Source: an optimization exercise on an open RTL-to-GDS flow (aim: small area, a short achievable clock period and few clock cycles). Production flows keep margins and buffers that such runs may drop.
In this exercise RTL edits were held to simulation tests only and were not proved equivalent to the original.

yarrow:
## sdes12_engine
module sdes12_engine (
    input  wire        clk,
    input  wire        rst,
    input  wire        cmd_valid,
    input  wire [31:0] cmd,
    output wire        cmd_ready,
    output wire [31:0] status,
    output wire [11:0] result
);
Size in the first run: about 130 flip-flops.
Settings: LEC_CHECK=0, ABC_AREA=1, CAP_MARGIN=20, CORE_MARGIN=2, CORE_UTILIZATION=60, CTS_BUF_LIST=sky130_fd_sc_hd__clkbuf_8, SLEW_MARGIN=20; clock period 10.0 ns.
standard.sh (not shown) runs the stock make flow with config.mk's settings and CLKGATE_MAP_FILE= SYNTH_SCRIPT=/design/flow/synth_recipe.tcl, a recipe that flattens the netlist after the stock synthesis.
==> flow/flow/run.sh <==
#!/bin/bash
set -euo pipefail
export BUFFER_PORTS_ARGS="-buffer_cell sky130_fd_sc_hd__buf_2"
bash standard.sh SETUP_SLACK_MARGIN=5.7 finish > flow_make.log 2>&1
Testbench counts of yarrow, summed over its fixed seeds: cycles 11,757.
The inputs of juniper differ from those of yarrow as listed below.
--- a/flow/design.v
+++ b/flow/design.v
@@ -47,22 +47,24 @@
         blocks = (n == 4'd0) ? 2'd0 : (n <= 4'd3) ? 2'd1 : (n <= 4'd6) ? 2'd2 : 2'd3;
     endfunction
     reg        busy;
     reg        done;
     reg [2:0]  err;
     reg [8:0]  rkv;
     reg [71:0] rk;       
     reg [11:0] res;
     reg [3:0]  p_op;
     reg [3:0]  p_n;
     reg [2:0]  p_err;
+    reg        p_dec;    
+    reg        p_kslot1;  
     reg [1:0]  rem;      
     reg [2:0]  on;       
     reg [5:0]  ksel;     
     reg [11:0] st;       
     assign cmd_ready = ~busy & ~rst;
     wire accept = cmd_valid & ~busy & ~rst;
     wire [3:0]  c_op = cmd[31:28];
     wire [3:0]  c_n  = cmd[27:24];
     wire [11:0] c_d  = cmd[11:0];
     reg c_illegal;
     always @* begin
@@ -139,24 +141,23 @@
             4'd3, 4'd6, 4'd9: c_mask3 = 3'b111;
             default:          c_mask3 = 3'b000;
         endcase
         if (c_round)
             c_mask3 = c_kslot1 ? 3'b010 : 3'b001;
         else if (c_op == OP_SUBST)
             c_mask3 = 3'b001;
         else if (!c_enc && !c_dec)
             c_mask3 = 3'b000;
     end
     wire [2:0] c_on = (c_enc && c_n > 4'd3) ? 3'b111 : c_mask3;
-    wire p_enc    = (p_op == OP_ENCRYPT);
-    wire p_kslot1 = (p_n == 4'd1 || p_n == 4'd4 || p_n == 4'd7);
+    wire p_enc   = (p_op == OP_ENCRYPT) && !p_dec;
     wire       p_subst  = (p_op == OP_SUBST);
     wire [7:0] subst_k  = st[7:0] ^ expand(st[5:0]);
     wire [7:0] k0 = ({8{p_subst}} & subst_k) |
                     ({8{ksel[0]}} & rk[0 +: 8]) | ({8{ksel[1]}} & rk[24 +: 8]) |
                     ({8{ksel[2]}} & rk[48 +: 8]) | ({8{ksel[3]}} & rk[64 +: 8]) |
                     ({8{ksel[4]}} & rk[40 +: 8]) | ({8{ksel[5]}} & rk[16 +: 8]);
     wire [7:0] k1 = ({8{ksel[0]}} & rk[8 +: 8]) | ({8{ksel[1]}} & rk[32 +: 8]) |
                     ({8{ksel[2]}} & rk[56 +: 8]) | ({8{ksel[3]}} & rk[56 +: 8]) |
                     ({8{ksel[4]}} & rk[32 +: 8]) | ({8{ksel[5]}} & rk[8 +: 8]);
     wire [7:0] k2 = ({8{ksel[0]}} & rk[16 +: 8]) | ({8{ksel[1]}} & rk[40 +: 8]) |
                     ({8{ksel[2]}} & rk[64 +: 8]) | ({8{ksel[3]}} & rk[48 +: 8]) |
@@ -165,24 +166,24 @@
     wire [5:0] sr = st[5:0];
     wire [5:0] f0, f1, f2;
     sdes12_kernel u_k0 (.e(k0),                .f(sr), .on(on[0]), .o(f0));
     sdes12_kernel u_k1 (.e(expand(sl) ^ k1),   .f(f0), .on(on[1]), .o(f1));
     sdes12_kernel u_k2 (.e(expand(sr) ^ k2),   .f(f1), .on(on[2]), .o(f2));
     wire [11:0] out = {sr ^ f1, sl ^ f0 ^ f2};
     wire [11:0] d = st;
     wire enc_swap = (p_n == 4'd0) || (p_n == 4'd2) || (p_n == 4'd5) || (p_n == 4'd8);
     reg [11:0] p_res;
     always @* begin
         case (p_op)
-            OP_ENCRYPT: p_res = enc_swap ? out : swap(out);
-            OP_DECRYPT: p_res = ksel[5] ? swap(out) : out;
+            OP_ENCRYPT: p_res = (p_dec || !enc_swap) ? swap(out) : out;
+            OP_DECRYPT: p_res = (p_dec || !enc_swap) ? swap(out) : out;
             OP_RDKEY:   p_res = {4'd0, p_kslot1 ? k1 : k0};
             OP_EXPAND:  p_res = {4'd0, expand(d[5:0])};
             OP_SUBST:   p_res = {6'd0, f0};
             OP_ROUNDF:  p_res = {6'd0, p_kslot1 ? out[11:6] : out[5:0]};
             OP_ROUND:   p_res = p_kslot1 ? swap(out) : out;
             default:    p_res = out;    
         endcase
     end
     wire p_has_res = (p_op == OP_ENCRYPT) || (p_op == OP_DECRYPT) ||
                      (p_op == OP_RDKEY)   || (p_op == OP_EXPAND)  ||
                      (p_op == OP_SUBST)   || (p_op == OP_ROUNDF)  ||
@@ -194,22 +195,24 @@
             4'd1, 4'd4, 4'd7: enc_last_on = 3'b001;
             4'd2, 4'd5, 4'd8: enc_last_on = 3'b011;
             default:          enc_last_on = 3'b111;
         endcase
     end
     wire commit = busy && finish && (p_err == E_NONE);
     always @(posedge clk) begin
         if (!busy) begin
             p_op   <= c_op;
             p_n    <= c_n;
             p_err  <= c_err;
+            p_dec  <= c_dec;
+            p_kslot1 <= c_kslot1;
             rem    <= c_rem;
             on     <= c_on;
             ksel   <= c_ksel;
             st     <= c_pre ? swap(c_d) : c_d;
         end else begin
             rem    <= rem - 2'd1;
             on     <= (p_enc && rem == 2'd1) ? enc_last_on : 3'b111;
             ksel   <= {ksel[4:3], 1'b0, ksel[1:0], 1'b0};
             st     <= out;
         end
     end
Notes after the runs:
- Final wirelength (higher): juniper
- NOTE: non-clock buffer count in juniper exceeds that of yarrow
- Number of sinks on the clock net, yarrow and juniper, higher one = juniper.
- Area: juniper vs yarrow -> juniper larger
- Wire length of the first global-routing pass (juniper vs. yarrow) increases by a little under 10%
Testbench counts of juniper, summed over its fixed seeds: cycles 11,757.

what the ideal ports hide:
How much do the figures lean on ideal ports? The routed layouts below were timed once more, with nothing changed but the port constraints.
Step 1, drivers: a clkbuf_16 drives clk and a buf_2 each remaining input, both assumed.
Step 2, shift: input delay + t, output delay - t, t = (earliest + latest rising clock arrival at the registers) / 2. This alone moves slack from input paths to output paths.
Slacks: ideal ports / drivers / drivers and shift; pairs: ideal ports / drivers.
run	shift t [ns]	setup slack, ns	hold slack, ns	worst setup path at the end
yarrow	0.487	5.710 / 5.644 / 5.569	0.468 / 0.468 / 0.468	input to register
juniper	0.500	5.706 / 5.593 / 5.517	0.463 / 0.463 / 0.463	input to register
After both steps setup and hold are still met in every run listed. The setup slack of juniper, which loses most, moves by -0.113 ns with the drivers and by -0.189 ns with both steps.
